Source: an optimization exercise on an open RTL-to-GDS flow (aim: small area). Production flows keep margins and buffers that such runs may drop.
RTL that was checked went through simulation tests only; none was proved equivalent to the original.
Function not checked in runs 3 to 5: the RTL went through the layout flow alone.
Power and IR drop assume default switching activity.

==> flow/design.v <==
module jexb_crc_upd (
    input  wire [15:0] crc,
    input  wire [7:0]  data,
    output wire [15:0] crc_next
);
    wire [7:0]  d1 = data ^ crc[7:0];
    wire [7:0]  d2 = d1 ^ {d1[3:0], 4'b0000};
    wire [15:0] t1 = {d2, crc[15:8]};
    wire [15:0] t2 = {12'h000, d2[7:4]};
    wire [15:0] t3 = {5'b00000, d2, 3'b000};
    assign crc_next = t1 ^ t2 ^ t3;
endmodule
module jexb_fa #(
    parameter [7:0] START_MARKER = 8'h3E,
    parameter [7:0] RC_TYPE      = 8'h31
) (
    input  wire        clk,
    input  wire        rst,
    input  wire        rx_valid,
    input  wire [7:0]  rx_data,
    input  wire [1:0]  c_op,
    input  wire [7:0]  c_idx,
    input  wire [15:0] c_mid,
    output reg         c_ready,
    output reg         c_fs_clear,
    output reg         c_baud_toggle,
    output reg  [15:0] c_val,
    output wire [4:0]  nchan
);
    localparam integer CAP            = 70;
    localparam integer MIN_LEN        = 7;
    localparam integer LEN_POS        = 2;
    localparam integer TYPE_POS       = 4;
    localparam integer PAYLOAD_BASE   = 6;
    localparam integer NCHAN          = 16;
    localparam integer JUNK_THRESHOLD = 1000;
    localparam [1:0] OP_POLL = 2'b01;
    localparam [1:0] OP_RDCH = 2'b10;
    assign nchan = NCHAN[4:0];
    localparam integer PAY_BYTES = 2 * NCHAN;
    reg [8*PAY_BYTES-1:0] buf_q;
    reg [6:0]       pos_q;       
    reg [7:0]       len_q;       
    reg             begun_q;     
    reg             done_q;      
    reg             baudok_q;    
    reg [15:0]      junk_q;      
    reg [15:0]      crc_q;       
    wire        is_marker = (rx_data == START_MARKER);
    wire        store     = rx_valid && (begun_q || is_marker);
    wire [6:0]  p         = begun_q ? pos_q : 7'd0;
    wire [6:0]  p_next    = p + 7'd1;
    wire [15:0] crc_in    = begun_q ? crc_q : 16'h0000;
    wire [15:0] crc_out;
    jexb_crc_upd u_crc (
        .crc      (crc_in),
        .data     (rx_data),
        .crc_next (crc_out)
    );
    wire [7:0] len_cur  = (p == LEN_POS) ? rx_data :
                          (begun_q ? len_q : MIN_LEN[7:0]);
    wire abort_len  = (p == LEN_POS)  && ((rx_data > CAP) || (rx_data < 8'd3));
    wire abort_type = (p == TYPE_POS) && (rx_data != RC_TYPE);
    wire complete   = !abort_len && !abort_type && ({1'b0, p_next} == len_cur);
    wire crc_ok     = (crc_out == 16'h0000);
    wire [16:0] junk_plus_one = {1'b0, junk_q} + 17'd1;
    wire [16:0] junk_plus_len = {1'b0, junk_q} + {9'd0, len_cur};
    wire [15:0] junk_inc1     = junk_plus_one[16] ? 16'hFFFF : junk_plus_one[15:0];
    wire [15:0] junk_inclen   = junk_plus_len[16] ? 16'hFFFF : junk_plus_len[15:0];
    reg        begun_rx;
    reg        done_rx;
    reg        baudok_rx;
    reg [15:0] junk_rx;
    always @* begin
        begun_rx  = begun_q;
        done_rx   = done_q;
        baudok_rx = baudok_q;
        junk_rx   = junk_q;
        if (rx_valid) begin
            if (!begun_q && !is_marker) begin
                junk_rx = junk_inc1;
            end else begin
                begun_rx = 1'b1;
                if (!begun_q)
                    done_rx = 1'b0;
                if (abort_len || abort_type) begin
                    begun_rx = 1'b0;
                end else if (complete) begin
                    begun_rx = 1'b0;
                    if (crc_ok) begin
                        baudok_rx = 1'b1;
                        done_rx   = 1'b1;
                    end else begin
                        junk_rx = junk_inclen;
                    end
                end
            end
        end
    end
    wire is_poll = (c_op == OP_POLL);
    wire is_rdch = (c_op == OP_RDCH);
    wire toggle  = is_poll && !baudok_rx && (junk_rx > JUNK_THRESHOLD);
    wire [3:0]  ch      = c_idx[3:0];
    wire [6:0]  lo_pos  = PAYLOAD_BASE + {2'b00, ch, 1'b0};
    wire [6:0]  hi_pos  = lo_pos + 7'd1;
    wire [7:0]  lo_byte = (store && p == lo_pos) ? rx_data : buf_q[16*ch +: 8];
    wire [7:0]  hi_byte = (store && p == hi_pos) ? rx_data : buf_q[16*ch + 8 +: 8];
    wire [16:0] ticks4  = {1'b0, hi_byte, lo_byte} + 17'd4;
    wire        use_mid = (c_idx >= NCHAN) || !baudok_rx;
    wire [15:0] rd_val  = use_mid ? c_mid : {2'b00, ticks4[16:3]};
    integer i;
    always @(posedge clk) begin
        for (i = 0; i < PAY_BYTES; i = i + 1) begin
            if (rst)
                buf_q[8*i +: 8] <= 8'h00;
            else if (store && p == PAYLOAD_BASE + i)
                buf_q[8*i +: 8] <= rx_data;
        end
    end
    always @(posedge clk) begin
        if (rst) begin
            pos_q         <= 7'd0;
            len_q         <= 8'd0;
            begun_q       <= 1'b0;
            done_q        <= 1'b0;
            baudok_q      <= 1'b0;
            junk_q        <= 16'd0;
            crc_q         <= 16'h0000;
            c_ready       <= 1'b0;
            c_fs_clear    <= 1'b0;
            c_baud_toggle <= 1'b0;
            c_val         <= 16'd0;
        end else begin
            if (store) begin
                pos_q <= p_next;
                len_q <= len_cur;
                crc_q <= crc_out;
            end
            begun_q  <= toggle ? 1'b0 : begun_rx;
            done_q   <= is_poll ? 1'b0 : done_rx;
            baudok_q <= baudok_rx;
            junk_q   <= toggle ? 16'd0 : junk_rx;
            c_ready       <= is_poll && done_rx;
            c_fs_clear    <= is_poll && done_rx;
            c_baud_toggle <= toggle;
            c_val         <= is_rdch ? rd_val : 16'd0;
        end
    end
endmodule
==> flow/run.sh <==
#!/bin/bash
# synth_recipe.tcl (not shown) runs the flow's synth.tcl, then flattens the netlist and writes it again
# the make line also repeats each setting of config.mk as NAME=value (left out here)
make -C /OpenROAD-flow-scripts/flow DESIGN_CONFIG=/design/flow/config.mk WORK_HOME=/design/flow/orfs CLKGATE_MAP_FILE= SYNTH_SCRIPT=/design/flow/synth_recipe.tcl finish
==> flow/config.mk <==
export PLATFORM = sky130hd
export DESIGN_NAME = jexb_fa
export DESIGN_NICKNAME = jexb_fa
export VERILOG_FILES = /design/flow/design.v
export SDC_FILE = /design/flow/constraint.sdc
export NUM_CORES = 4
export LEC_CHECK = 0
export CAP_MARGIN = 20
export CORE_MARGIN = 2
export CORE_UTILIZATION = 40
export SLEW_MARGIN = 20
==> flow/constraint.sdc <==
create_clock -name core_clock -period 10.0 [get_ports {clk}]
set_input_delay 2.0000 -clock core_clock [delete_from_list [all_inputs] [get_ports {clk}]]
set_output_delay 2.0000 -clock core_clock [all_outputs]
set_load 0.01 [all_outputs]
==> results of run 1 <==
-- area by class of cell --
class                           count  area (um^2)  share of cell area (%)
Multi-Input combinational cell   1339         8820                    51.1
Sequential cell                   292         5850                    33.9
Clock buffer                       51         1020                    5.89
Timing Repair Buffer               84          738                    4.28
Tap cell                          511          639                    3.70
Clock inverter                     10          123                   0.710
Inverter                           20         75.1                   0.435
-- cells in the mapped netlist (all sizes together) (4+ instances only) --
library cell | count | area [um^2]
o211ai | 5 | 37.5
or3 | 5 | 31.3
a32oi | 4 | 35.0
a311oi | 4 | 41.3
inv | 19 | 71.3
o21a | 10 | 75.1
dfxtp | 292 | 5850
mux2i | 57 | 571
nor2 | 145 | 544
xnor2 | 34 | 298
nand2 | 265 | 995
o22ai | 5 | 31.3
nand2b | 8 | 50.1
a211oi | 17 | 128
ha | 15 | 188
or4 | 5 | 41.3
and2 | 13 | 81.3
and3 | 16 | 100
nand4 | 9 | 56.3
o31ai | 6 | 50.1
nor4 | 9 | 68.8
mux2 | 19 | 214
mux4 | 70 | 1580
buf | 29 | 166
a21oi | 231 | 1160
a31oi | 10 | 62.6
a31o | 4 | 35.0
xor2 | 23 | 201
nor3 | 25 | 161
clkbuf | 141 | 529
o21ai | 39 | 195
nor3b | 8 | 60.1
nand3 | 209 | 1050
a41o | 4 | 40.0
nor2b | 5 | 31.3
-- stage by stage --
| stage | instances | total power (W) | hold WS, ns | setup slack (ns) | cell area (um^2) |
|---|---|---|---|---|---|
| after floorplan | 1821 | 0.00129 | 0.433 | 3.84 | 15400 |
| after global placement | 2246 | 0.00134 | 0.439 | 2.98 | 16100 |
| after detailed placement | 2246 | 0.00134 | 0.444 | 2.98 | 16100 |
| after CTS | 2307 | 0.00260 | 0.452 | 3.46 | 17300 |
| after global routing | 2307 | 0.00266 | 0.467 | 3.00 | 17300 |
| final | 2307 | 0.00258 | 0.450 | 3.37 | 17300 |
-- worst max-delay path, stage by stage --
cell and delay [ns]:
clkdlybuf4s50_1 0.48, buf_4 0.29, clkinv_1 0.31, a32oi_1 0.33
ha_1 0.23, inv_1 0.07, fa_1 0.39, nand2b_1 0.18
a21oi_1 0.31, o22a_1 0.33, nand2_1 0.27, a21oi_1 0.20
o2bb2ai_1 0.13, o21ai_0 0.15, a2111oi_0 0.38, a41o_1 0.81
nor3b_1 0.12
-- cell families after synthesis --
group / count (synthesis) / share of synthesized area, %
xor+xnor: 60 / 3.68
fa+ha+maj: 16 / 1.35
buf+inv: 190 / 5.01
compound gates: 373 / 14.5
flops: 292 / 38.0
simple gates: 739 / 22.1
mux: 146 / 15.3
other cells: 2 / 0.0488
-- worst paths after layout --
check,end,cells past startpoint
max,junk_q[13]$_SDFF_PP0_,17
min,buf_q[55]$_SDFFE_PP0P_,2
max reg2reg,junk_q[8]$_SDFF_PP0_,18
min reg2reg,buf_q[55]$_SDFFE_PP0P_,2
-- flip-flops by register name (all words and copies together) (netlist names) --
signal,flops
len_q,8
c_val,16
c_fs_clear,1
crc_q,16
done_q,1
c_baud_toggle,1
junk_q,16
pos_q,7
buf_q,224
begun_q,1
baudok_q,1
-- power groups by stage --
stage	Clock, W	Combinational [W]	Sequential (W)
3_5_place_dp	0	0.000145	0.00120
5_1_grt	0.00133	0.000157	0.00117
2_1_floorplan	0	0.0000986	0.00120
3_3_place_gp	0	0.000145	0.00120
4_1_cts	0.00128	0.000146	0.00117
6_report	0.00126	0.000146	0.00117
-- per-layer routing --
metal	GRT usage, %	wire [um]	up-vias
met5	0	0	-
li1	-	-	6380
met2	36.8	21400	440
met4	7.41	1290	0
met3	3.79	2850	80
met1	30.6	20700	6539
==> impl_metrics.yaml, run 1 <==
global_route:
  grt_usage_pct: 22.6
  grt_pass1_vias: 12900
  grt_max_degree: 112
  grt_pass1_wl_mm: 73.2
  overflow: 0
  antenna_found_initial: 0
yosys:
  netlist_area_mm2: 0.0154
  ys_types: 84
  synth.avg_cell_area_um2: 8.47
  yosysWarningCount: 1
  ys_ff_latch: 292
  synth_seq_area_share_pct: 38.0
  ys.flop_type: "dfxtp_1"
  postSynthCellCount: 1818
  async_reset_ff_share_pct: 0
  synth_edf_count: 0
clock_network:
  cts_made_buffers: 34
  ctsHtreeMaxLevel: 2
  cts_max_path_buffers: 3
  post_cts_buffers: 0
  cts_resized: 0
  hold_buffers: 0
  cts_tree: "built"
  clk_transition_reported_paths_ns: 0.06
  cts_sinks: 292
  clockRootBuffer: "clkbuf_16"
  clock_latency_ns: 0.53
floorplan:
  die_area_mm2: 0.0401
  io_pins: 61
  die_h_um: 200
  design.core.area_mm2: 0.0378
  rows: 71
  initial_core_util_pct: 40.8
  die_w_um: 200
worst_hold_path:
  worst_hold_startpoint: "buf_q[55]$_SDFFE_PP0P_"
  hold_path.class: "flip-flop to flip-flop"
placed_design:
  gp_congestion: 0.911
  dp_hpwl_mm: 28.5
  port_buffers: 55
routing:
  drc: 0
  ant_nets: 0
  routedWlPerCell_um: 20.0
  via_per_inst: 5.83
  drt_wl_total_mm: 46.2
  drt_pass1_iterations: 6
  dr_total_vias: 13400
  dr.first_iter.drc_count: 1099
setup_path:
  r2r-start: "begun_q$_SDFFE_PP0P_"
  critPathKind: "input pin to flip-flop"
  cp-end-kind: "flip-flop"
  critPathLaunch: "rx_data[0]"
  r2r_slack_ns: 3.62
  start_kind: "input pin"
  worstPathRequired_ns: 10.37
  worstPathMaxFanout: 25
  critPathArrivalTime_ns: 7.00
sta:
  grt_setup_unrepaired: "false"
  slew_headroom_pct: 22.8
  fmax_mhz: 151
  tns_ns: 0
  hold_viol_final: 0
  finalClockSkew_ns: 0.0206
  drv_slew: 0
  worstMarginPinSlew_ns: 1.15
  min_period_ns: 6.63
  layout_worst_path_cycle_share_pct: 66.3
  finalSetupViolations: 0
power:
  power.internal_w: 0.00197
  p_leak_nw: 5.99
  ir_drop_mv: 0.0783
  combPwrFrac_pct: 5.7
  power-per-cell-area_mw_per_mm2: 149
  p_sw_share_pct: 23.4
  pwr-share-seq_pct: 45.4
  p_clk_share_pct: 48.9
  netSwitchingPower_w: 0.000603
run_status:
  outcome: "no timing/DRC/antenna violations"
final_layout:
  final_cell_mix: "292 x dfxtp_1, 265 x nand2_1, 231 x a21oi_1, 209 x nand3_1, 143 x nor2_1"
  finalNetCount: 1824
  layout_commonest_cell: "dfxtp_1"
  final_util_pct: 45.7
  diodes: 0
  fillers: 3671
  drive_gt1_share_pct: 12.0
  area_delta_synth_final_pct: 12.1
flow_run:
  cap_violations: 0
==> inputs of run 2 (changes only) <==
==> flow/design.v (replaced) <==
module jexb_crc_upd (
    input  wire [15:0] crc,
    input  wire [7:0]  data,
    output wire [15:0] crc_next
);
    wire [7:0]  d1 = data ^ crc[7:0];
    wire [7:0]  d2 = d1 ^ {d1[3:0], 4'b0000};
    wire [15:0] t1 = {d2, crc[15:8]};
    wire [15:0] t2 = {12'h000, d2[7:4]};
    wire [15:0] t3 = {5'b00000, d2, 3'b000};
    assign crc_next = t1 ^ t2 ^ t3;
endmodule
module jexb_fa #(
    parameter [7:0] START_MARKER = 8'h3E,
    parameter [7:0] RC_TYPE      = 8'h31
) (
    input  wire        clk,
    input  wire        rst,
    input  wire        rx_valid,
    input  wire [7:0]  rx_data,
    input  wire [1:0]  c_op,
    input  wire [7:0]  c_idx,
    input  wire [15:0] c_mid,
    output wire        c_ready,
    output wire        c_fs_clear,
    output wire        c_baud_toggle,
    output wire [15:0] c_val,
    output wire [4:0]  nchan
);
    localparam integer CAP       = 70;
    localparam integer NCHAN     = 16;
    localparam [10:0]  JUNK_BASE = 11'd23;    
    assign nchan = NCHAN[4:0];
    reg [7:0]  hi_q [0:NCHAN-1];    
    reg [7:2]  lo_q [0:NCHAN-1];    
    reg [6:0]  pos_q;               
    reg [6:0]  len_q;               
    reg [15:0] crc_q;               
    reg        done_q;
    reg        baudok_q;
    reg [10:0] junk_q;              
    reg        ready_q;
    reg        toggle_q;
    reg        rd_q;                
    reg [3:0]  idx_q;
    reg [15:0] mid_q;               
    wire        begun     = |pos_q;
    wire        is_marker = (rx_data == START_MARKER);
    wire        store     = rx_valid && (begun || is_marker);
    wire        junk_byte = rx_valid && !begun && !is_marker;
    wire [6:0]  p_next    = pos_q + 7'd1;
    wire [15:0] crc_out;
    jexb_crc_upd u_crc (
        .crc      (begun ? crc_q : 16'h0000),
        .data     (rx_data),
        .crc_next (crc_out)
    );
    wire at_len     = (pos_q == 7'd2);
    wire abort_len  = at_len && ((rx_data > CAP) || (rx_data < 8'd3));
    wire abort_type = (pos_q == 7'd4) && (rx_data != RC_TYPE);
    wire hit_len    = at_len ? (rx_data == 8'd3) :
                      ((pos_q > 7'd2) && (p_next == len_q));
    wire complete   = store && !abort_len && !abort_type && hit_len;
    wire crc_ok     = (crc_out == 16'h0000);
    wire good       = complete && crc_ok;
    wire bad        = complete && !crc_ok;
    wire stay       = store && !abort_len && !abort_type && !hit_len;
    wire        junk_over = junk_q[10];
    wire [10:0] junk_sum  = junk_q + (bad ? {4'd0, p_next} : 11'd1);
    wire [10:0] junk_rx   = (!junk_over && (junk_byte || bad)) ? junk_sum : junk_q;
    wire done_rx   = good ? 1'b1 : ((store && !begun) ? 1'b0 : done_q);
    wire baudok_rx = baudok_q || good;
    wire is_poll = (c_op == 2'b01);
    wire is_rdch = (c_op == 2'b10);
    wire toggle  = is_poll && !baudok_rx && junk_rx[10];
    wire use_mid = (c_idx[7:4] != 4'd0) || !baudok_rx;
    wire [7:0] wdata = rst ? 8'h00 : rx_data;
    integer i;
    always @(posedge clk) begin
        for (i = 0; i < NCHAN; i = i + 1) begin
            if (rst || (store && pos_q == 6 + 2 * i))
                lo_q[i] <= wdata[7:2];
            if (rst || (store && pos_q == 7 + 2 * i))
                hi_q[i] <= wdata;
        end
    end
    always @(posedge clk) begin
        if (at_len)
            len_q <= rx_data[6:0];
        if (store)
            crc_q <= crc_out;
        idx_q <= c_idx[3:0];
    end
    always @(posedge clk) begin
        if (rst) begin
            pos_q    <= 7'd0;
            done_q   <= 1'b0;
            baudok_q <= 1'b0;
            junk_q   <= JUNK_BASE;
            ready_q  <= 1'b0;
            toggle_q <= 1'b0;
            rd_q     <= 1'b0;
            mid_q    <= 16'd0;
        end else begin
            if (toggle || (store && !stay))
                pos_q <= 7'd0;
            else if (store)
                pos_q <= p_next;
            done_q   <= is_poll ? 1'b0 : done_rx;
            baudok_q <= baudok_rx;
            junk_q   <= toggle ? JUNK_BASE : junk_rx;
            ready_q  <= is_poll && done_rx;
            toggle_q <= toggle;
            rd_q     <= is_rdch && !use_mid;
            mid_q    <= (is_rdch && use_mid) ? c_mid : 16'd0;
        end
    end
    assign c_ready       = ready_q;
    assign c_fs_clear    = ready_q;
    assign c_baud_toggle = toggle_q;
    reg [7:0] hi_sel;
    reg [7:2] lo_sel;
    always @* begin
        hi_sel = hi_q[idx_q];
        lo_sel = lo_q[idx_q];
    end
    wire [13:0] chval = {1'b0, hi_sel, lo_sel[7:3]} + {13'd0, lo_sel[2]};
    assign c_val = mid_q | (rd_q ? {2'b00, chval} : 16'd0);
endmodule
--- a/flow/config.mk
+++ b/flow/config.mk
@@ -7,2 +7,3 @@
 export LEC_CHECK = 0
+export ABC_AREA = 1
 export CAP_MARGIN = 20
==> run 2 against run 1 <==
  * Clock power is 13% lower
  * Via count is 34% lower
  * Global-route usage is 3.2 points lower
  * Largest cell class is now flip-flops and latches
  * Register-to-register slack better by 1.3 ns
  * First-iteration DRC count is 31% lower
  * Area after synthesis is 16% lower
==> impl_metrics.yaml, run 2 <==
run_status:
  outcome: "no timing/DRC/antenna violations"
worst_hold_path:
  worst_hold_startpoint: "baudok_q$_SDFF_PP0_"
  hold_end: "baudok_q$_SDFF_PP0_"
  worst_hold_path.num_cells: 2
  hold_path.class: "flip-flop to flip-flop"
routing:
  drt_wl_total_mm: 32.4
  dr.first_iter.drc_count: 759
  dr_total_vias: 8886
  ant_nets: 0
  routedWlPerCell_um: 18.6
  drt_pass1_iterations: 5
  drc: 0
  via_per_inst: 5.11
power:
  total_power_w: 0.00360
  power-per-cell-area_mw_per_mm2: 239
  ir_drop_mv: 0.157
  p_leak_nw: 6.01
clock_network:
  ctsHtreeMaxLevel: 1
  hold_buffers: 0
  cts_max_path_buffers: 3
  clock_latency_ns: 0.57
  cts_resized: 0
  cts_sinks: 290
  clockRootBuffer: "clkbuf_16"
  post_cts_buffers: 0
  clk_transition_reported_paths_ns: 0.06
  cts_made_buffers: 31
  cts_tree: "built"
yosys:
  synth_seq_area_share_pct: 63.9
  ys_ff_latch: 290
  synth.top_cell.area_share_pct: 57.2
  ys_types: 50
  synth_common_cells: "300 x nand2_1, 247 x edfxtp_1, 126 x inv_1"
  synth.avg_cell_area_um2: 10.6
  synthTopCellsByArea: "edfxtp_1 57%, nand2_1 8.7%, dfxtp_1 6.6%, inv_1 3.6%, nor2_1 3.5%"
  postSynthCellCount: 1225
  netlist_area_mm2: 0.0130
  synth_edf_count: 247
  ys.flop_type: "edfxtp_1"
  post-synth-top-count-cell: "nand2_1"
  synth_top_cell_by_area: "edfxtp_1"
  async_reset_ff_share_pct: 0
  yosysWarningCount: 3
setup_path:
  reg2reg_to: "junk_q[9]$_SDFFE_PP0P_"
  critPathKind: "flip-flop to output port"
  cp-end-kind: "output port"
  slowest_stage: "clkdlybuf4s50_1"
  start_kind: "flip-flop"
  r2r_slack_ns: 4.92
  r2r_cells: 25
  path_cells: "inv_1 -> nor2_1 -> nand2_1 -> inv_1 -> nand2_1 -> nand4_1 -> a21oi_1 -> a41oi_1 -> ha_1 -> ha_1 -> inv_1 -> nor2_1 -> nand3_1 -> nand2_1 -> nand3_1 -> nand2_1 -> clkdlybuf4s50_1"
  r2r-start: "pos_q[0]$_SDFFE_PP0P_"
  worstPathMaxFanout: 14
  path_common_cell: "nand2_1"
  slowest_delay_ns: 0.53
  worstPathRequired_ns: 8.00
  critPathArrivalTime_ns: 4.49
sta:
  finalSetupViolations: 0
  hold_viol_final: 0
  min_period_ns: 6.49
  finalClockSkew_ns: 0.0225
  slew_headroom_pct: 24.7
  worstMarginPinSlew_ns: 1.12
  layout_worst_path_cycle_share_pct: 64.9
  drv_slew: 0
  tns_ns: 0
  fmax_mhz: 154
  grt_setup_unrepaired: "false"
final_layout:
  drive_gt1_share_pct: 11.9
  largest_registers: "hi_q x128, lo_q x96"
  final_cell_mix: "300 x nand2_1, 247 x edfxtp_1, 126 x inv_1, 114 x nor2_1, 58 x nand3_1"
  finalNetCount: 1365
  area_delta_synth_final_pct: 16.1
  fillers: 2944
  layout_commonest_cell: "nand2_1"
  regMostFlops: "hi_q"
  diodes: 0
  design_area_mm2: 0.0151
  largest_register_ffs: 128
global_route:
  overflow: 0
  grt_pass1_vias: 8636
  antenna_found_initial: 0
  grt_usage_pct: 19.5
  grt_max_degree: 40
  grt_pass1_wl_mm: 50.1
floorplan:
  die_w_um: 184
  die_h_um: 184
  rows: 65
  io_pins: 61
  design.core.area_mm2: 0.0317
  initial_core_util_pct: 40.9
  die_area_mm2: 0.0339
placed_design:
  gp_congestion: 0.819
  port_buffers: 55
  dpl_cell_area_mm2: 0.0141
  dp_hpwl_mm: 21.5
flow_run:
  cap_violations: 0
-- run 2: kinds of logic after synthesis --
family	share of synthesized area (%)
and+or+nand+nor	20.8
DFF	63.9
buffers and inverters	5.85
AOI/OAI and AO/OA	6.88
xor gates and xnor gates	1.15
adders and majority gates	1.41
other	0.0579
-- run 2: power breakdown --
| part | leakage, nW | internal [W] | switching, W | total (W) |
|---|---|---|---|---|
| logic | 2.73 | 0.000289 | 0.000643 | 0.000932 |
| registers | 2.82 | 0.00150 | 0.0000822 | 0.00158 |
| clock network | 0.461 | 0.000628 | 0.000461 | 0.00109 |
-- run 2: stage by stage --
stage          cells  util (%)  worst slack (ns)  hold WS, ns
5_1_grt         1739      47.5              2.96        0.508
6_report        1739      47.5              3.51        0.461
3_5_place_dp    1682      44.4              2.92        0.452
4_1_cts         1738      47.4              3.48        0.464
2_1_floorplan   1228         -              5.06        0.436
3_3_place_gp    1682      44.4              3.08        0.446
-- run 2: how the worst max path moves through the flow --
stage                     start                     end  slack (ns)  depth (start not counted)
6_report       idx_q[0]$_DFF_P_               c_val[12]        3.51                         17
5_1_grt              rx_data[6]  junk_q[4]$_SDFFE_PP1P_        2.96                         25
4_1_cts        idx_q[2]$_DFF_P_               c_val[12]        3.48                         17
3_5_place_dp         rx_data[6]  junk_q[3]$_SDFFE_PP0P_        2.92                         24
3_3_place_gp         rx_data[6]  junk_q[6]$_SDFFE_PP0P_        3.08                         24
2_1_floorplan        rx_data[0]  junk_q[3]$_SDFFE_PP0P_        5.06                         26
-- run 2: area by class of cell --
type	instances	area [um^2]	area share [%]
Sequential cell	290	8280	55.0
Multi-Input combinational cell	762	3960	26.3
Timing Repair Buffer	93	843	5.60
Clock buffer	44	835	5.54
Inverter	136	520	3.46
Tap cell	402	503	3.34
Clock inverter	12	113	0.748
-- run 2: worst max-delay path, delay by kind of cell (launching register included) --
| family | cells | cell delay, ns |
|---|---|---|
| compound gates | 2 | 0.44 |
| fa+ha+maj | 2 | 0.60 |
| buf+inv | 4 | 1.18 |
| flops | 1 | 0.40 |
| simple gates | 9 | 1.28 |
-- run 2: per-layer routing --
metal | wire length (um) | up-vias | global-route usage [%]
li1 | - | 4353 | -
met1 | 14400 | 4157 | 26.9
met2 | 14900 | 333 | 32.4
met3 | 2350 | 43 | 2.87
met4 | 770 | 0 | 4.67
met5 | 0 | - | 0
==> inputs of run 3 (changes only) <==
--- a/flow/design.v
+++ b/flow/design.v
@@ -122,5 +122,10 @@
     reg [7:2] lo_sel;
+    integer k;
     always @* begin
-        hi_sel = hi_q[idx_q];
-        lo_sel = lo_q[idx_q];
+        hi_sel = 8'd0;
+        lo_sel = 6'd0;
+        for (k = 0; k < NCHAN; k = k + 1) begin
+            hi_sel = hi_sel | (hi_q[k] & {8{idx_q == k}});
+            lo_sel = lo_sel | (lo_q[k] & {6{idx_q == k}});
+        end
     end
==> flow/flow/run.sh (new file) <==
#!/bin/bash
# Own layout flow: the standard flow, with
#  - synthesis: abc maps for area (flow/abc_area.script) instead of ORFS's
#    area script, which buffers and upsizes for a delay target;
#  - port buffers: the smallest buffer (buf_1) instead of clkdlybuf4s50_1;
#  - CTS: no dummy loads.
set -euo pipefail
WORK=$(pwd)
export FLOW_WORK=$WORK
export AREA_ABC_SCRIPT=$WORK/flow/abc_area.script
sed "s#SYNTH_SCRIPT=[^ ]*#SYNTH_SCRIPT=$WORK/flow/synth.tcl#" standard.sh > own_standard.sh
bash own_standard.sh synth > synth.log 2>&1
export BUFFER_PORTS_ARGS="-buffer_cell sky130_fd_sc_hd__buf_1"
export CTS_ARGS="-sink_clustering_enable -repair_clock_nets -dont_use_dummy_load"
bash standard.sh > layout.log 2>&1
==> flow/flow/abc_area.script (new file) <==
strash
&get -n
&dch -f
&nf -R 1000
&put
strash
&get -n
&dch -f
&nf -R 1000
&put
topo
==> flow/flow/synth.tcl (new file) <==
# The standard flow's synthesis (synth_recipe.tcl) with abc's script replaced by an
# area-oriented one. Registers are mapped before abc runs, so they are the
# same as the standard synthesis gives.
proc abc {args} {
  set i [lsearch -exact $args -script]
  if { $i >= 0 } {
    lset args [expr { $i + 1 }] $::env(AREA_ABC_SCRIPT)
  }
  yosys abc {*}$args
}
source $::env(FLOW_WORK)/synth_recipe.tcl
==> flow/standard.sh (new file) <==
#!/bin/bash
# synth_recipe.tcl (not shown) runs the flow's synth.tcl, then flattens the netlist and writes it again
# the make line also repeats each setting of config.mk as NAME=value (left out here)
make -C /OpenROAD-flow-scripts/flow DESIGN_CONFIG=/design/flow/config.mk WORK_HOME=/design/flow/orfs CLKGATE_MAP_FILE= SYNTH_SCRIPT=/design/flow/synth_recipe.tcl "${@:-finish}"
removed: flow/run.sh
==> run 3 against run 2 <==
  * Setup slack worse by 0.19 ns
  * Register-to-register slack worse by 1.6 ns
  * Flip-flop and latch count unchanged
  * Die area down 11%
  * Area after synthesis down 11%
  * Critical path depth up 8
  * Clock skew down 0.011 ns
  * Via count down 20%
  * Synthesized cell count down 36%
  * Power down 10%
  * Design area down 13%
  * Sequential share of layout area up 8.0 points
==> impl_metrics.yaml, run 3 <==
yosys:
  synth_top_cell_by_area: "edfxtp_1"
  postSynthCellCount: 788
  synthTopCellsByArea: "edfxtp_1 64%, dfxtp_1 7.5%, a222oi_1 3.4%, a22oi_1 2.3%, xor2_1 2.3%"
  ys_types: 41
  ys.flop_type: "edfxtp_1"
  async_reset_ff_share_pct: 0
  synth_seq_area_share_pct: 71.7
  yosysWarningCount: 3
  synth.avg_cell_area_um2: 14.7
  netlist_area_mm2: 0.0115
  ys_ff_latch: 290
  post-synth-top-count-cell: "edfxtp_1"
  synth_common_cells: "247 x edfxtp_1, 62 x nand2_1, 59 x nor2_1"
  synth.top_cell.area_share_pct: 64.2
  synth_edf_count: 247
setup_path:
  worstPathMaxFanout: 18
  start_kind: "flip-flop"
  cp-end-kind: "flip-flop"
  worstPathRequired_ns: 10.45
  critPathKind: "flip-flop to flip-flop"
  critPathArrivalTime_ns: 7.13
run_status:
  outcome: "no timing/DRC/antenna violations"
routing:
  drc: 0
  dr.first_iter.drc_count: 659
  drt_pass1_iterations: 8
  ant_nets: 0
  dr_total_vias: 7074
  via_per_inst: 5.54
  routedWlPerCell_um: 21.0
  drt_wl_total_mm: 26.8
clock_network:
  post_cts_buffers: 0
  cts_tree: "built"
  cts_resized: 0
  cts_made_buffers: 29
  cts_max_path_buffers: 3
  cts_sinks: 290
  hold_buffers: 0
  clock_latency_ns: 0.53
  clk_transition_reported_paths_ns: 0.06
  ctsHtreeMaxLevel: 1
  clockRootBuffer: "clkbuf_16"
placed_design:
  dpl_cell_area_mm2: 0.0124
  placed_cells: 1247
  port_buffers: 55
  dp_hpwl_mm: 17.1
  gp_congestion: 0.803
sta:
  min_period_ns: 6.68
  timing.hold.ws_ns: 0.479
  finalClockSkew_ns: 0.0110
  finalSetupViolations: 0
  hold_viol_final: 0
  slew_headroom_pct: 36.1
  drv_slew: 0
  worstMarginPinSlew_ns: 0.951
  grt_setup_unrepaired: "false"
  tns_ns: 0
  fmax_mhz: 150
  layout_worst_path_cycle_share_pct: 66.8
final_layout:
  design_area_mm2: 0.0131
  area_delta_synth_final_pct: 13.8
  final_cell_mix: "247 x edfxtp_1, 62 x nand2_1, 59 x nor2_1, 54 x buf_1, 43 x dfxtp_1"
  regMostFlops: "hi_q"
  diodes: 0
  drive_gt1_share_pct: 7.29
  layout.cells.non_filler: 1276
  finalNetCount: 945
  layout_commonest_cell: "edfxtp_1"
  largest_register_ffs: 128
  largest_registers: "hi_q x128, lo_q x96"
floorplan:
  die_area_mm2: 0.0302
  design.core.area_mm2: 0.0285
  die_w_um: 174
  initial_core_util_pct: 40.5
  io_pins: 61
  die_h_um: 174
  rows: 62
global_route:
  overflow: 0
  grt_max_degree: 47
  antenna_found_initial: 0
  grt_pass1_vias: 7051
  grt_pass1_wl_mm: 41.2
  grt_usage_pct: 17.8
flow_run:
  cap_violations: 0
power:
  p_leak_nw: 4.47
  ir_drop_mv: 0.266
  power-per-cell-area_mw_per_mm2: 246
worst_hold_path:
  hold_path.class: "flip-flop to flip-flop"
run 3: cell types whose count changed after synthesis, moves of 19 or more:
cell / before / now
nand3_1: 58 / 26
a222oi_1: 0 / 39
nor2_1: 121 / 59
inv_1: 126 / 0
a31o_1: 0 / 24
nand2_2: 26 / 0
a22o_1: 30 / 0
a22oi_1: 0 / 36
o21ai_0: 37 / 12
and2_0: 0 / 19
nand4_1: 41 / 12
nand2_1: 300 / 62
run 3: critical path: stages (launching register included):
cell and delay [ns]:
dfxtp_1 0.38, nor3_1 0.80, nand3_1 0.74, nand2_1 0.26, xor2_1 0.34, xor2_1 0.23
or4_1 0.55, nor4_1 0.26, nand3_1 0.16, nand2_1 0.20, clkinv_1 0.13, nand2_1 0.09
ha_1 0.17, clkinv_1 0.08, fa_1 0.39, o21ai_0 0.28, nand3_1 0.11, nand2_1 0.10
a21o_1 0.14, nand4_1 0.10, nor2_1 0.10, nor2_1 0.07, nor3_1 0.23, or2_0 0.48
a21oi_1 0.07, o21ai_0 0.11
run 3: cell families (layout without fill, tap and decap cells):
group           count (synthesis)  count (layout)  synth area share, %
mux                             4               4                0.347
flops                         290             290                 71.7
xor+xnor                       48              48                 3.64
simple gates                  236             236                 9.79
other cells                     2               5               0.0650
buf+inv                        22             123                0.975
fa+ha+maj                      14              14                 1.58
compound gates                172             172                 11.9
run 3: area by class of cell:
type / instances / area, um^2
fill: 2606 / 15400
sequential: 290 / 8280
multi-input combinational: 479 / 3210
clock buffer: 29 / 726
tap: 384 / 480
timing repair buffer: 80 / 395
inverter: 14 / 52.6
run 3: power breakdown:
part	total [W]	switching (W)	internal (W)
sequential	0.00158	0.0000582	0.00152
clock	0.000904	0.000399	0.000505
combinational	0.000752	0.000505	0.000246
run 3: worst paths after layout:
check	startpoint	endpoint	slack [ns]	depth (start not counted)
setup / recovery	pos_q[4]$_SDFFE_PP0P_	junk_q[4]$_SDFFE_PP1P_	3.32	25
hold / removal	junk_q[2]$_SDFFE_PP1P_	junk_q[2]$_SDFFE_PP1P_	0.48	2
setup reg to reg	pos_q[4]$_SDFFE_PP0P_	junk_q[4]$_SDFFE_PP1P_	3.32	25
hold reg to reg	junk_q[2]$_SDFFE_PP1P_	junk_q[2]$_SDFFE_PP1P_	0.48	2
run 3: metrics by stage:
step / util, % / worst slack (ns) / total power, W
2_1_floorplan: - / 3.08 / 0.00213
6_report: 46.0 / 3.32 / 0.00324
3_5_place_dp: 43.5 / 3.19 / 0.00236
4_1_cts: 46.0 / 3.32 / 0.00326
5_1_grt: 46.0 / 2.70 / 0.00340
3_3_place_gp: 43.5 / 3.33 / 0.00235
run 3: metal layers:
layer	track usage, %	wire length (um)
met5	0	0
met4	4.66	619
met3	2.17	1310
met2	30.2	13000
met1	24.3	11800
==> inputs of run 4 (changes only) <==
--- a/flow/design.v
+++ b/flow/design.v
@@ -44,4 +44,5 @@
     reg        rd_q;                
+    reg        md_q;                
     reg [3:0]  idx_q;
-    reg [15:0] mid_q;               
+    reg [15:0] mid_q;
     wire        begun     = |pos_q;
@@ -92,2 +93,3 @@
         idx_q <= c_idx[3:0];
+        mid_q <= c_mid;
     end
@@ -102,3 +104,3 @@
             rd_q     <= 1'b0;
-            mid_q    <= 16'd0;
+            md_q     <= 1'b0;
         end else begin
@@ -114,3 +116,3 @@
             rd_q     <= is_rdch && !use_mid;
-            mid_q    <= (is_rdch && use_mid) ? c_mid : 16'd0;
+            md_q     <= is_rdch && use_mid;
         end
@@ -132,3 +134,3 @@
     wire [13:0] chval = {1'b0, hi_sel, lo_sel[7:3]} + {13'd0, lo_sel[2]};
-    assign c_val = mid_q | (rd_q ? {2'b00, chval} : 16'd0);
+    assign c_val = (md_q ? mid_q : 16'd0) | (rd_q ? {2'b00, chval} : 16'd0);
 endmodule
--- a/flow/flow/run.sh
+++ b/flow/flow/run.sh
@@ -5,3 +5,3 @@
 #  - port buffers: the smallest buffer (buf_1) instead of clkdlybuf4s50_1;
-#  - CTS: no dummy loads.
+#  - CTS: no dummy loads, clkbuf_8 buffers driving clusters of up to 20 sinks.
 set -euo pipefail
@@ -13,3 +13,3 @@
 export BUFFER_PORTS_ARGS="-buffer_cell sky130_fd_sc_hd__buf_1"
-export CTS_ARGS="-sink_clustering_enable -repair_clock_nets -dont_use_dummy_load"
+export CTS_ARGS="-sink_clustering_enable -repair_clock_nets -dont_use_dummy_load -buf_list sky130_fd_sc_hd__clkbuf_8 -sink_clustering_size 20 -sink_clustering_max_diameter 60"
 bash standard.sh > layout.log 2>&1
--- a/flow/config.mk
+++ b/flow/config.mk
@@ -10,3 +10,4 @@
 export CORE_MARGIN = 2
-export CORE_UTILIZATION = 40
+export CORE_UTILIZATION = 65
+export PLACE_DENSITY = 0.75
 export SLEW_MARGIN = 20
==> run 4 against run 3 <==
  * Synthesized cell count shrank 2.4%
  * Worst hold slack lost 0.013 ns
  * Via count grew 0.28%
  * Flip-flop and latch count grew 1
  * Setup slack gained 0.23 ns
  * Die area shrank 38%
  * Critical endpoint is now c_val[10]
  * Largest cell class unchanged
==> impl_metrics.yaml, run 4 <==
routing:
  via_per_inst: 6.54
  drt_wl_total_mm: 25.6
  dr.first_iter.drc_count: 788
  drc: 0
  routedWlPerCell_um: 23.6
  ant_nets: 0
  drt_pass1_iterations: 9
  dr_total_vias: 7094
sta:
  layout_worst_path_cycle_share_pct: 64.5
  fmax_mhz: 155
  min_period_ns: 6.45
  drv_slew: 0
  tns_ns: 0
  worstMarginPinSlew_ns: 1.13
  slew_headroom_pct: 24.2
  finalSetupViolations: 0
  grt_setup_unrepaired: "false"
  hold_viol_final: 0
  finalClockSkew_ns: 0.0239
floorplan:
  die_w_um: 137
  initial_core_util_pct: 66.3
  die_area_mm2: 0.0187
  io_pins: 61
  rows: 48
  design.core.area_mm2: 0.0173
  die_h_um: 137
yosys:
  post-synth-top-count-cell: "edfxtp_1"
  postSynthCellCount: 769
  synth.avg_cell_area_um2: 14.9
  yosysWarningCount: 3
  synth_edf_count: 247
  synth_seq_area_share_pct: 72.4
  synthTopCellsByArea: "edfxtp_1 65%, dfxtp_1 7.7%, a222oi_1 3.6%, xor2_1 2.1%, nand2_1 2.0%"
  ys_ff_latch: 291
  async_reset_ff_share_pct: 0
  ys_types: 42
  netlist_area_mm2: 0.0115
  ys.flop_type: "edfxtp_1"
  synth.top_cell.area_share_pct: 64.7
  synth_top_cell_by_area: "edfxtp_1"
  synth_common_cells: "247 x edfxtp_1, 62 x nand2_1, 55 x nor2_1"
final_layout:
  largest_registers: "hi_q x128, lo_q x96"
  regMostFlops: "hi_q"
  layout_commonest_cell: "edfxtp_1"
  drive_gt1_share_pct: 5.70
  diodes: 0
  largest_register_ffs: 128
  layout.cells.non_filler: 1085
  area_delta_synth_final_pct: 8.03
  finalNetCount: 913
  final_cell_mix: "247 x edfxtp_1, 62 x nand2_1, 55 x nor2_1, 54 x buf_1, 44 x dfxtp_1"
global_route:
  grt_usage_pct: 27.9
  grt_pass1_vias: 6893
  antenna_found_initial: 0
  overflow: 0
  grt_max_degree: 48
  grt_pass1_wl_mm: 38.7
setup_path:
  critPathKind: "flip-flop to output port"
  cp-end-kind: "output port"
  critPathArrivalTime_ns: 4.45
  worstPathRequired_ns: 8.00
  worstPathMaxFanout: 11
  start_kind: "flip-flop"
clock_network:
  cts_resized: 0
  cts_made_buffers: 20
  cts_max_path_buffers: 3
  clock_latency_ns: 0.53
  clk_transition_reported_paths_ns: 0.11
  clockRootBuffer: "clkbuf_8"
  hold_buffers: 0
  post_cts_buffers: 0
  ctsHtreeMaxLevel: 1
  cts_sinks: 291
  cts_tree: "built"
placed_design:
  port_buffers: 55
  gp_congestion: 0.893
  dp_hpwl_mm: 16.9
  placed_cells: 1065
worst_hold_path:
  hold_path.class: "flip-flop to flip-flop"
run_status:
  outcome: "no timing/DRC/antenna violations"
power:
  power-per-cell-area_mw_per_mm2: 229
  total_power_w: 0.00284
  p_leak_nw: 4.21
  ir_drop_mv: 0.247
flow_run:
  cap_violations: 0
[run 4: worst max-delay path: stages (launching register included)]
cell and delay, ns:
dfxtp_1 0.46, nand2_1 0.16, nor3_1 0.51, buf_4 0.32
a222oi_1 0.09, nand2_1 0.09, a221oi_1 0.09, nand4_1 0.14
ha_1 0.18, ha_1 0.21, nand3_1 0.18, nand2b_1 0.22
or3_1 0.36, or2_0 0.23, nor2_1 0.21, clkinv_1 0.10
a32o_1 0.25, buf_1 0.12
[run 4: worst paths after layout]
kind	slack, ns	start	end	cells past startpoint
worst max-delay path	3.55	idx_q[3]$_DFF_P_	c_val[10]	17
worst min-delay path	0.47	junk_q[9]$_SDFFE_PP0P_	junk_q[9]$_SDFFE_PP0P_	1
worst max register to register	3.77	pos_q[2]$_SDFFE_PP0P_	pos_q[5]$_SDFFE_PP0P_	23
worst min register to register	0.47	junk_q[9]$_SDFFE_PP0P_	junk_q[9]$_SDFFE_PP0P_	1
[run 4: report_power, final]
part	switching (W)	internal (W)
clock	0.000337	0.000181
sequential	0.0000719	0.00152
combinational	0.000482	0.000243
total	0.000891	0.00195
[run 4: cell families after synthesis]
group / count (synthesis) / synth area share [%]
AOI/OAI and AO/OA: 174 / 12.2
xor gates and xnor gates: 47 / 3.59
adders and majority gates: 14 / 1.59
buffers and inverters: 20 / 0.851
DFF: 291 / 72.4
muxes: 4 / 0.349
other: 2 / 0.0655
and+or+nand+nor: 217 / 8.95
[run 4: layout make-up]
type	count	area, um^2
Clock buffer	20	275
Fill cell	1173	4910
Inverter	14	52.6
Multi-Input combinational cell	461	3130
Sequential cell	291	8300
Tap cell	225	282
Timing Repair Buffer	74	350
[run 4: layer usage]
| metal | vias up | global-route usage (%) | share of wire [%] |
|---|---|---|---|
| li1 | 3247 | - | - |
| met2 | 306 | 47.2 | 51 |
| met5 | - | 0 | 0 |
| met1 | 3499 | 37.6 | 40 |
| met3 | 42 | 4.22 | 7.2 |
| met4 | 0 | 8.76 | 2.6 |
[run 4: through the flow]
| stage | area (um^2) | setup slack [ns] | utilization [%] | hold slack (ns) |
|---|---|---|---|---|
| 2_1_floorplan | 11500 | 3.35 | - | 0.422 |
| 3_3_place_gp | 12100 | 3.77 | 69.9 | 0.438 |
| 3_5_place_dp | 12100 | 3.63 | 69.9 | 0.445 |
| 4_1_cts | 12400 | 3.56 | 71.5 | 0.462 |
| 5_1_grt | 12400 | 3.06 | 71.6 | 0.488 |
| 6_report | 12400 | 3.55 | 71.6 | 0.466 |
==> inputs of run 5 (changes only) <==
--- a/flow/config.mk
+++ b/flow/config.mk
@@ -10,4 +10,3 @@
 export CORE_MARGIN = 2
-export CORE_UTILIZATION = 65
-export PLACE_DENSITY = 0.75
+export CORE_UTILIZATION = 40
 export SLEW_MARGIN = 20
==> run 5 against run 4 <==
  * Still clean on timing, DRC and antenna
  * First-iteration DRC count is 2.8% lower
  * Power up 2.8%
  * Die area up 60%
  * Cell count increased by 15%
==> impl_metrics.yaml, run 5 <==
run_status:
  outcome: "no timing/DRC/antenna violations"
clock_network:
  hold_buffers: 0
  clk_transition_reported_paths_ns: 0.11
  clockRootBuffer: "clkbuf_8"
  clock_latency_ns: 0.61
  cts_sinks: 291
  ctsHtreeMaxLevel: 1
  cts_max_path_buffers: 3
  post_cts_buffers: 0
  cts_made_buffers: 25
  cts_resized: 0
  cts_tree: "built"
yosys:
  post-synth-top-count-cell: "edfxtp_1"
  synth_common_cells: "247 x edfxtp_1, 62 x nand2_1, 55 x nor2_1"
  ys.flop_type: "edfxtp_1"
  synth_edf_count: 247
  ys_types: 42
  synth.top_cell.area_share_pct: 64.7
  ys_ff_latch: 291
  synth_seq_area_share_pct: 72.4
  synthTopCellsByArea: "edfxtp_1 65%, dfxtp_1 7.7%, a222oi_1 3.6%, xor2_1 2.1%, nand2_1 2.0%"
  synth.avg_cell_area_um2: 14.9
  postSynthCellCount: 769
  netlist_area_mm2: 0.0115
  yosysWarningCount: 3
  async_reset_ff_share_pct: 0
  synth_top_cell_by_area: "edfxtp_1"
sta:
  finalClockSkew_ns: 0.117
  min_period_ns: 6.59
  hold_viol_final: 0
  fmax_mhz: 152
  finalSetupViolations: 0
  drv_slew: 0
  layout_worst_path_cycle_share_pct: 65.9
  slew_headroom_pct: 28.9
  tns_ns: 0
  grt_setup_unrepaired: "false"
  worstMarginPinSlew_ns: 1.06
power:
  ir_drop_mv: 0.154
  total_power_w: 0.00292
  p_leak_nw: 4.27
  power-per-cell-area_mw_per_mm2: 230
global_route:
  overflow: 0
  grt_pass1_vias: 6837
  grt_usage_pct: 18.0
  grt_max_degree: 48
  grt_pass1_wl_mm: 41.8
  antenna_found_initial: 0
setup_path:
  r2r_slack_ns: 3.80
  r2r_cells: 23
  r2r-start: "pos_q[4]$_SDFFE_PP0P_"
  worstPathMaxFanout: 8
  reg2reg_to: "pos_q[5]$_SDFFE_PP0P_"
  critPathArrivalTime_ns: 4.59
  cp-end-kind: "output port"
  worstPathRequired_ns: 8.00
  start_kind: "flip-flop"
  critPathKind: "flip-flop to output port"
final_layout:
  regMostFlops: "hi_q"
  layout_commonest_cell: "edfxtp_1"
  drive_gt1_share_pct: 7.10
  final_cell_mix: "247 x edfxtp_1, 62 x nand2_1, 55 x nor2_1, 54 x buf_1, 44 x dfxtp_1"
  diodes: 0
  fillers: 2571
  largest_registers: "hi_q x128, lo_q x96"
  finalNetCount: 926
  design_area_mm2: 0.0127
  area_delta_synth_final_pct: 10.7
  largest_register_ffs: 128
placed_design:
  dpl_cell_area_mm2: 0.0123
  port_buffers: 55
  gp_congestion: 0.782
  dp_hpwl_mm: 17.5
routing:
  via_per_inst: 5.60
  drc: 0
  maxUsedRoutingLayer: "met4"
  routedWlPerCell_um: 21.8
  met3WireLength_mm: 1.94
  dr_total_vias: 7002
  dr.first_iter.drc_count: 766
  wl_met2_mm: 12.9
  met1_length_mm: 11.9
  ant_nets: 0
  drt_wl_total_mm: 27.3
  drt_pass1_iterations: 10
worst_hold_path:
  hold_end: "junk_q[9]$_SDFFE_PP0P_"
  worst_hold_path.num_cells: 1
  hold_path.class: "flip-flop to flip-flop"
  worst_hold_startpoint: "junk_q[9]$_SDFFE_PP0P_"
floorplan:
  io_pins: 61
  die_w_um: 173
  design.core.area_mm2: 0.0280
  die_area_mm2: 0.0300
  rows: 61
  initial_core_util_pct: 40.9
  die_h_um: 173
flow_run:
  cap_violations: 0
[run 5: cells by family after synthesis]
family / Yosys count / share of synthesized area (%)
multiplexers: 4 / 0.349
XOR/XNOR: 47 / 3.59
other: 2 / 0.0655
flip-flops: 291 / 72.4
AND/OR/NAND/NOR: 217 / 8.95
buffers and inverters: 20 / 0.851
AO/OA/AOI/OAI: 174 / 12.2
adder cells (fa/ha/maj): 14 / 1.59
[run 5: worst max-delay path by stage]
stage | startpoint | end
after CTS | idx_q[2]$_DFF_P_ | c_val[10]
after detailed placement | rx_data[1] | pos_q[3]$_SDFFE_PP0P_
final | idx_q[2]$_DFF_P_ | c_val[10]
after floorplan | rx_data[6] | pos_q[2]$_SDFFE_PP0P_
after global routing | pos_q[4]$_SDFFE_PP0P_ | pos_q[6]$_SDFFE_PP0P_
after global placement | rx_data[1] | pos_q[5]$_SDFFE_PP0P_
[run 5: cell type report]
type / instances / area, um^2 / area share (%)
flip-flops and latches: 291 / 8300 / 65.4
multi-input cells: 461 / 3110 / 24.5
well taps: 378 / 473 / 3.73
repair buffers: 82 / 410 / 3.23
clock buffers: 25 / 344 / 2.71
inverters: 14 / 52.6 / 0.414
[run 5: metrics by stage]
| stage | utilization (%) | hold slack (ns) | std cells | worst slack (ns) |
|---|---|---|---|---|
| global placement | 44.1 | 0.447 | 1226 | 3.69 |
| global route | 45.3 | 0.501 | 1251 | 3.04 |
| floorplan | - | 0.422 | 772 | 3.35 |
| CTS | 45.3 | 0.462 | 1251 | 3.43 |
| detailed placement | 44.1 | 0.446 | 1226 | 3.59 |
| finish | 45.3 | 0.468 | 1251 | 3.41 |
[run 5: power breakdown]
part | total [W] | switching, W | internal, W
registers | 0.00159 | 0.0000687 | 0.00153
clock network | 0.000583 | 0.000361 | 0.000223
logic | 0.000743 | 0.000494 | 0.000248
total | 0.00292 | 0.000924 | 0.00200
[run 5: worst max-delay path, stage by stage (launching register included)]
cell      delay [ns]
dfxtp_1         0.49
nand2_1         0.16
nor2_1          0.52
buf_4           0.29
a222oi_1        0.11
nand2_1         0.09
a221oi_1        0.09
nand4_1         0.16
ha_1            0.17
ha_1            0.18
nand3_1         0.23
nand2b_1        0.26
or3_1           0.38
or2_0           0.23
nor2_1          0.19
clkinv_1        0.09
a32o_1          0.24
buf_1           0.13
[run 5: routing by layer]
metal	vias to the layer above	global-route usage [%]
met4	0	3.81
met1	3432	25.8
met3	35	2.43
met5	-	0
met2	261	29.7
li1	3274	-
==> inputs of run 6 (changes only) <==
--- a/flow/design.v
+++ b/flow/design.v
@@ -69,3 +69,3 @@
     wire        junk_over = junk_q[10];
-    wire [10:0] junk_sum  = junk_q + (bad ? {4'd0, p_next} : 11'd1);
+    wire [10:0] junk_sum  = junk_q + {4'd0, bad ? pos_q : 7'd0} + 11'd1;
     wire [10:0] junk_rx   = (!junk_over && (junk_byte || bad)) ? junk_sum : junk_q;
--- a/flow/flow/run.sh
+++ b/flow/flow/run.sh
@@ -5,3 +5,3 @@
 #  - port buffers: the smallest buffer (buf_1) instead of clkdlybuf4s50_1;
-#  - CTS: no dummy loads, clkbuf_8 buffers driving clusters of up to 20 sinks.
+#  - CTS: no dummy loads, clkbuf_8 buffers driving clusters of up to 16 sinks.
 set -euo pipefail
@@ -13,3 +13,3 @@
 export BUFFER_PORTS_ARGS="-buffer_cell sky130_fd_sc_hd__buf_1"
-export CTS_ARGS="-sink_clustering_enable -repair_clock_nets -dont_use_dummy_load -buf_list sky130_fd_sc_hd__clkbuf_8 -sink_clustering_size 20 -sink_clustering_max_diameter 60"
+export CTS_ARGS="-sink_clustering_enable -repair_clock_nets -dont_use_dummy_load -buf_list sky130_fd_sc_hd__clkbuf_8 -sink_clustering_size 16 -sink_clustering_max_diameter 60"
 bash standard.sh > layout.log 2>&1
--- a/flow/config.mk
+++ b/flow/config.mk
@@ -8,5 +8,6 @@
 export ABC_AREA = 1
-export CAP_MARGIN = 20
+export CAP_MARGIN = 0
 export CORE_MARGIN = 2
-export CORE_UTILIZATION = 40
-export SLEW_MARGIN = 20
+export CORE_UTILIZATION = 70
+export PLACE_DENSITY = 0.8
+export SLEW_MARGIN = 0
==> run 6 against run 5 <==
  * Sequential share of layout area is 1.5 points higher
  * Synthesized cell count is 0.26% higher
  * Area after synthesis is 0.17% higher
  * Sequential power hardly changed
  * First-iteration DRC count is 42% higher
  * Die area is 42% lower
  * Via count is 3.8% higher
  * Fmax is 6.0% lower
  * Power is 5.3% lower
  * Clock power is 7.2% lower
  * Critical path type is now flip-flop to flip-flop
==> impl_metrics.yaml, run 6 <==
worst_hold_path:
  worst_hold_path.num_cells: 1
  hold_end: "junk_q[4]$_SDFFE_PP1P_"
  hold_path.class: "flip-flop to flip-flop"
  worst_hold_startpoint: "junk_q[4]$_SDFFE_PP1P_"
setup_path:
  slowest_delay_ns: 0.86
  start_kind: "flip-flop"
  reg2reg_to: "pos_q[5]$_SDFFE_PP0P_"
  r2r_slack_ns: 2.99
  critPathArrivalTime_ns: 7.41
  path_cells: "nor3_1 -> nand3_1 -> nand2_1 -> xor2_1 -> xnor2_1 -> xor2_1 -> nor4_1 -> and3_1 -> nor3_1 -> nand2_1 -> ha_1 -> fa_1 -> o21ai_0 -> nand3_1 -> nand2_1 -> a21o_1 -> a31o_1 -> nand3_1 -> nand2b_1 -> or2_0 -> a211oi_1"
  critPathLaunch: "pos_q[4]$_SDFFE_PP0P_"
  worstPathRequired_ns: 10.39
  critPathKind: "flip-flop to flip-flop"
  worstPathMaxFanout: 18
  cp-end-kind: "flip-flop"
  r2r_cells: 21
  slowest_stage: "nor3_1"
  r2r-start: "pos_q[4]$_SDFFE_PP0P_"
final_layout:
  finalNetCount: 918
  drive_gt1_share_pct: 5.78
  regMostFlops: "hi_q"
  design_area_mm2: 0.0124
  diodes: 0
  fillers: 964
  largest_registers: "hi_q x128, lo_q x96"
  final_cell_mix: "247 x edfxtp_1, 65 x nand2_1, 54 x nor2_1, 54 x buf_1, 44 x dfxtp_1"
  layout_commonest_cell: "edfxtp_1"
  area_delta_synth_final_pct: 8.00
  final_util_pct: 77.8
  largest_register_ffs: 128
global_route:
  grt_pass1_wl_mm: 39.7
  antenna_found_initial: 0
  grt_usage_pct: 29.9
  grt_pass1_vias: 7102
  overflow: 0
  grt_max_degree: 46
yosys:
  ys_types: 43
  synth_top_cell_by_area: "edfxtp_1"
  netlist_area_mm2: 0.0115
  ys_ff_latch: 291
  synthTopCellsByArea: "edfxtp_1 65%, dfxtp_1 7.7%, a222oi_1 3.5%, a22oi_1 2.2%, nand2_1 2.1%"
  ys.flop_type: "edfxtp_1"
  yosysWarningCount: 3
  post-synth-top-count-cell: "edfxtp_1"
  synth_common_cells: "247 x edfxtp_1, 65 x nand2_1, 54 x nor2_1"
  synth_seq_area_share_pct: 72.3
  postSynthCellCount: 771
  synth_edf_count: 247
  synth.top_cell.area_share_pct: 64.6
  async_reset_ff_share_pct: 0
  synth.avg_cell_area_um2: 14.9
flow_run:
  cap_violations: 0
routing:
  dr_total_vias: 7270
  routedWlPerCell_um: 23.9
  drt_pass1_iterations: 6
  met1_length_mm: 9.32
  met3WireLength_mm: 2.47
  drc: 0
  maxUsedRoutingLayer: "met4"
  drt_wl_total_mm: 25.9
  ant_nets: 0
  dr.first_iter.drc_count: 1085
  wl_met2_mm: 13.1
  via_per_inst: 6.73
placed_design:
  gp_congestion: 0.881
  dp_hpwl_mm: 17.0
  dpl_cell_area_mm2: 0.0121
  port_buffers: 55
sta:
  tns_ns: 0
  fmax_mhz: 143
  hold_viol_final: 0
  finalClockSkew_ns: 0.0457
  drv_slew: 0
  min_period_ns: 7.01
  layout_worst_path_cycle_share_pct: 70.1
  finalSetupViolations: 0
  worstMarginPinSlew_ns: 1.35
  grt_setup_unrepaired: "false"
  slew_headroom_pct: 9.69
clock_network:
  cts_resized: 0
  cts_made_buffers: 22
  clockRootBuffer: "clkbuf_8"
  clock_latency_ns: 0.55
  cts_tree: "built"
  hold_buffers: 0
  cts_sinks: 291
  post_cts_buffers: 0
  cts_max_path_buffers: 3
  clk_transition_reported_paths_ns: 0.09
  ctsHtreeMaxLevel: 1
floorplan:
  rows: 46
  io_pins: 61
  die_h_um: 132
  die_area_mm2: 0.0174
  design.core.area_mm2: 0.0159
  die_w_um: 132
  initial_core_util_pct: 72.0
power:
  power-per-cell-area_mw_per_mm2: 223
  p_leak_nw: 4.23
  ir_drop_mv: 0.231
run_status:
  outcome: "no timing/DRC/antenna violations"
run 6: how the worst max path moves through the flow:
stage | slack, ns | end | depth (start not counted)
finish | 2.99 | pos_q[5]$_SDFFE_PP0P_ | 21
global route | 2.40 | pos_q[3]$_SDFFE_PP0P_ | 21
CTS | 3.00 | pos_q[5]$_SDFFE_PP0P_ | 21
detailed placement | 2.77 | pos_q[5]$_SDFFE_PP0P_ | 21
global placement | 3.06 | pos_q[5]$_SDFFE_PP0P_ | 21
floorplan | 3.97 | pos_q[2]$_SDFFE_PP0P_ | 20
run 6: routing by layer:
layer  vias up  global-route usage (%)
met3        74                    3.27
met2       438                    51.7
li1       3249                       -
met1      3509                    39.0
met4         0                    12.7
met5         -                       0
run 6: final cells by class:
type / instances / area [um^2] / share of cell area [%]
tap: 216 / 270 / 2.18
inverter: 14 / 52.6 / 0.424
sequential: 291 / 8300 / 66.9
clock buffer: 22 / 303 / 2.44
multi-input combinational: 463 / 3120 / 25.2
timing repair buffer: 75 / 358 / 2.89
run 6: worst max-delay path: cells and delay by family (launching register included):
family,cells,cell delay [ns]
XOR/XNOR,3,0.99
flip-flops,1,0.43
adder cells (fa/ha/maj),2,0.63
AND/OR/NAND/NOR,12,4.08
AO/OA/AOI/OAI,4,0.70
run 6: cell families after synthesis:
group                      after synthesis  share of synthesized area, %
DFF                                    291                          72.3
AOI/OAI and AO/OA                      177                          12.5
and+or+nand+nor                        217                          8.97
other                                    2                        0.0654
buffers and inverters                   20                         0.850
adders and majority gates               14                          1.59
xor gates and xnor gates                50                          3.81
run 6: power breakdown:
group	internal, W	switching (W)	total [W]
registers	0.00152	0.0000639	0.00158
logic	0.000207	0.000438	0.000645
clock network	0.000198	0.000343	0.000541
run 6: per-stage QoR:
stage | hold WS, ns | power [W] | cells | worst slack [ns]
floorplan | 0.442 | 0.00206 | 774 | 3.97
global placement | 0.458 | 0.00221 | 1059 | 3.06
detailed placement | 0.462 | 0.00224 | 1059 | 2.77
CTS | 0.483 | 0.00276 | 1081 | 3.00
global route | 0.500 | 0.00288 | 1081 | 2.40
finish | 0.477 | 0.00277 | 1081 | 2.99
==> inputs of run 7 (changes only) <==
--- a/flow/config.mk
+++ b/flow/config.mk
@@ -8,6 +8,7 @@
 export ABC_AREA = 1
-export CAP_MARGIN = 0
+export CAP_MARGIN = 20
 export CORE_MARGIN = 2
 export CORE_UTILIZATION = 70
+export GPL_TIMING_DRIVEN = 0
 export PLACE_DENSITY = 0.8
-export SLEW_MARGIN = 0
+export SLEW_MARGIN = 20
==> run 7 against run 6 <==
  * Area after synthesis unchanged
  * Synthesized cell count unchanged
  * Via count up 1.3%
  * Register-to-register slack worse by 0.06 ns
  * Flip-flop and latch count unchanged
  * Sequential power about the same
  * Clock skew up 0.0084 ns
  * Worst hold slack worse by 0.014 ns
  * Design area up 0.66%
  * Non-clock buffer count down 3
  * Count of clock-buffer cells in the layout unchanged
  * Critical endpoint is now pos_q[3]$_SDFFE_PP0P_
  * Highest routed layer unchanged
==> impl_metrics.yaml, run 7 <==
run_status:
  outcome: "no timing/DRC/antenna violations"
final_layout:
  layout_commonest_cell: "edfxtp_1"
  multiInputGateArea_mm2: 0.00319
  fillers: 938
  largest_registers: "hi_q x128, lo_q x96"
  layout.cells.non_filler: 1078
  regArea_mm2: 0.00830
  regMostFlops: "hi_q"
  largest_register_ffs: 128
  drive_gt1_share_pct: 7.31
  finalNetCount: 915
  area_delta_synth_final_pct: 8.70
  final_cell_mix: "247 x edfxtp_1, 65 x nand2_1, 54 x buf_1, 45 x nor2_1, 44 x dfxtp_1"
  diodes: 0
setup_path:
  critPathKind: "flip-flop to flip-flop"
  start_kind: "flip-flop"
  r2r-start: "pos_q[4]$_SDFFE_PP0P_"
  r2r_cells: 21
  path_cells: "nor3_1 -> nand3_1 -> nand2_1 -> xor2_1 -> xor2_1 -> xnor2_1 -> nor4_1 -> and3_1 -> nor3_1 -> nand2_1 -> ha_1 -> fa_1 -> o21ai_0 -> nand3_1 -> nand2_1 -> a21o_1 -> a31o_1 -> nand3_1 -> nand2b_1 -> or2_0 -> a211oi_1"
  worstPathRequired_ns: 10.39
  worstPathMaxFanout: 18
  r2r_slack_ns: 2.93
  critPathArrivalTime_ns: 7.47
  cp-end-kind: "flip-flop"
  slowest_stage: "nor3_1"
  reg2reg_to: "pos_q[3]$_SDFFE_PP0P_"
  slowest_delay_ns: 0.92
floorplan:
  io_pins: 61
  initial_core_util_pct: 72.0
  rows: 46
  design.core.area_mm2: 0.0159
  die_area_mm2: 0.0174
  die_h_um: 132
  die_w_um: 132
yosys:
  postSynthCellCount: 771
  synth.top_cell.area_share_pct: 64.6
  ys_types: 43
  synth.avg_cell_area_um2: 14.9
  synth_top_cell_by_area: "edfxtp_1"
  synth_seq_area_share_pct: 72.3
  synth_edf_count: 247
  async_reset_ff_share_pct: 0
  synth_common_cells: "247 x edfxtp_1, 65 x nand2_1, 54 x nor2_1"
  ys_ff_latch: 291
  netlist_area_mm2: 0.0115
  post-synth-top-count-cell: "edfxtp_1"
  synthTopCellsByArea: "edfxtp_1 65%, dfxtp_1 7.7%, a222oi_1 3.5%, a22oi_1 2.2%, nand2_1 2.1%"
  yosysWarningCount: 3
  ys.flop_type: "edfxtp_1"
clock_network:
  cts_resized: 0
  clockRootBuffer: "clkbuf_8"
  clk_transition_reported_paths_ns: 0.10
  hold_buffers: 0
  cts_tree: "built"
  clock_latency_ns: 0.54
  cts_max_path_buffers: 3
  ctsHtreeMaxLevel: 1
  post_cts_buffers: 0
  cts_made_buffers: 22
  cts_sinks: 291
global_route:
  antenna_found_initial: 0
  grt_pass1_wl_mm: 39.9
  overflow: 0
  grt_max_degree: 41
  grt_pass1_vias: 7218
  grt_usage_pct: 30.3
routing:
  drc: 0
  drt_wl_total_mm: 26.2
  drt_pass1_iterations: 8
  via_per_inst: 6.83
  routedWlPerCell_um: 24.3
  dr.first_iter.drc_count: 972
  ant_nets: 0
  dr_total_vias: 7363
placed_design:
  placed_cells: 1056
  place_worst_setup_slack_ns: 2.80
  gp_congestion: 0.879
  port_buffers: 55
  dp_hpwl_mm: 17.4
sta:
  hold_viol_final: 0
  setup_ws_ns: 2.93
  min_period_ns: 7.07
  timing.hold.ws_ns: 0.463
  worstMarginPinSlew_ns: 1.13
  layout_worst_path_cycle_share_pct: 70.7
  finalSetupViolations: 0
  finalClockSkew_ns: 0.0541
  tns_ns: 0
  drv_slew: 0
  fmax_mhz: 141
  grt_setup_unrepaired: "false"
  slew_headroom_pct: 24.6
power:
  ir_drop_mv: 0.257
  p_leak_nw: 4.25
  power-per-cell-area_mw_per_mm2: 221
worst_hold_path:
  hold_end: "junk_q[0]$_SDFFE_PP1P_"
  worst_hold_path.num_cells: 1
  worst_hold_startpoint: "junk_q[0]$_SDFFE_PP1P_"
  hold_path.class: "flip-flop to flip-flop"
flow_run:
  cap_violations: 0
-- run 7: cell counts after synthesis --
No cell type changed its count.
-- run 7: logic make-up (layout without fill, tap and decap cells) --
kind of cell / Yosys count / after routing / share of synthesized area, %
AO/OA/AOI/OAI: 177 / 177 / 12.5
AND/OR/NAND/NOR: 217 / 217 / 8.97
flip-flops: 291 / 291 / 72.3
XOR/XNOR: 50 / 50 / 3.81
adder cells (fa/ha/maj): 14 / 14 / 1.59
buffers and inverters: 20 / 108 / 0.850
other: 2 / 5 / 0.0654
-- run 7: routing by layer --
metal / track usage (%) / share of wire (%)
met1: 38.8 / 35
met2: 51.2 / 51
met3: 4.58 / 9.1
met4: 15.5 / 4.5
met5: 0 / 0
-- run 7: worst max-delay path by stage --
| stage | from | endpoint | slack [ns] | depth (start not counted) |
|---|---|---|---|---|
| floorplan | rx_data[6] | pos_q[2]$_SDFFE_PP0P_ | 3.97 | 20 |
| global placement | rx_data[4] | pos_q[2]$_SDFFE_PP0P_ | 2.69 | 20 |
| detailed placement | rx_data[4] | pos_q[5]$_SDFFE_PP0P_ | 2.80 | 20 |
| CTS | idx_q[2]$_DFF_P_ | c_val[12] | 2.74 | 16 |
| global route | pos_q[4]$_SDFFE_PP0P_ | pos_q[2]$_SDFFE_PP0P_ | 2.31 | 21 |
| finish | pos_q[4]$_SDFFE_PP0P_ | pos_q[3]$_SDFFE_PP0P_ | 2.93 | 21 |
-- run 7: cell type report --
type                    instances  area share, %
flip-flops and latches        291           66.5
multi-input cells             463           25.6
repair buffers                 66           2.57
clock buffers                  22           2.43
well taps                     216           2.16
inverters                      14          0.431
plain buffers                   6          0.361
-- run 7: critical path, delay by kind of cell, from the launching register on --
kind,cells,cell delay (ns)
AND/OR/NAND/NOR,12,4.18
XOR/XNOR,3,0.93
adder cells (fa/ha/maj),2,0.67
flip-flops,1,0.42
AO/OA/AOI/OAI,4,0.72
-- run 7: where the power goes --
part	internal, W	switching [W]
combinational	0.000209	0.000443
clock	0.000197	0.000335
sequential	0.00151	0.0000603
total	0.00192	0.000838
-- run 7: through the flow --
| step | total power [W] | util (%) | cell area [um^2] |
|---|---|---|---|
| after CTS | 0.00275 | 78.2 | 12500 |
| after global placement | 0.00221 | 75.1 | 12000 |
| after detailed placement | 0.00224 | 76.3 | 12200 |
| final | 0.00276 | 78.3 | 12500 |
| after global routing | 0.00288 | 78.3 | 12500 |
| after floorplan | 0.00206 | - | 11500 |

==> static timing again, ports no longer ideal <==
Ports are ideal in the flow. The routed layouts listed here were re-timed in OpenROAD. Step 1, drivers: a clkbuf_16 drives clk and a buf_2 each remaining input, both assumed. Step 2 moves the port delays by t, midway between the first and last clock arrival at a register: inputs arrive t later, outputs are due t later. That takes back most of the time a late clock gives input paths. Three values: ideal, step 1, step 2; two values: the first two.
run | t, ns | setup WS [ns] | worst setup path after step 2 | pins driven straight from the clock port
run 1 | 0.577 | 3.370 / 3.400 / 2.823 | input to register | 1
run 2 | 0.606 | 3.512 / 3.462 / 3.015 | input to register | 1
run 3 | 0.570 | 3.318 / 3.318 / 3.176 | input to register | 1
run 4 | 0.565 | 3.548 / 3.505 / 3.665 | input to register | 1
run 5 | 0.601 | 3.406 / 3.361 / 3.453 | input to register | 1
run 6 | 0.574 | 2.989 / 2.989 / 2.732 | input to register | 1
run 7 | 0.554 | 2.929 / 2.900 / 2.742 | input to register | 1
After both steps every run listed still meets setup and hold. The setup slack of run 1, which loses most, moves by +0.030 ns with the drivers and by -0.547 ns with both steps.
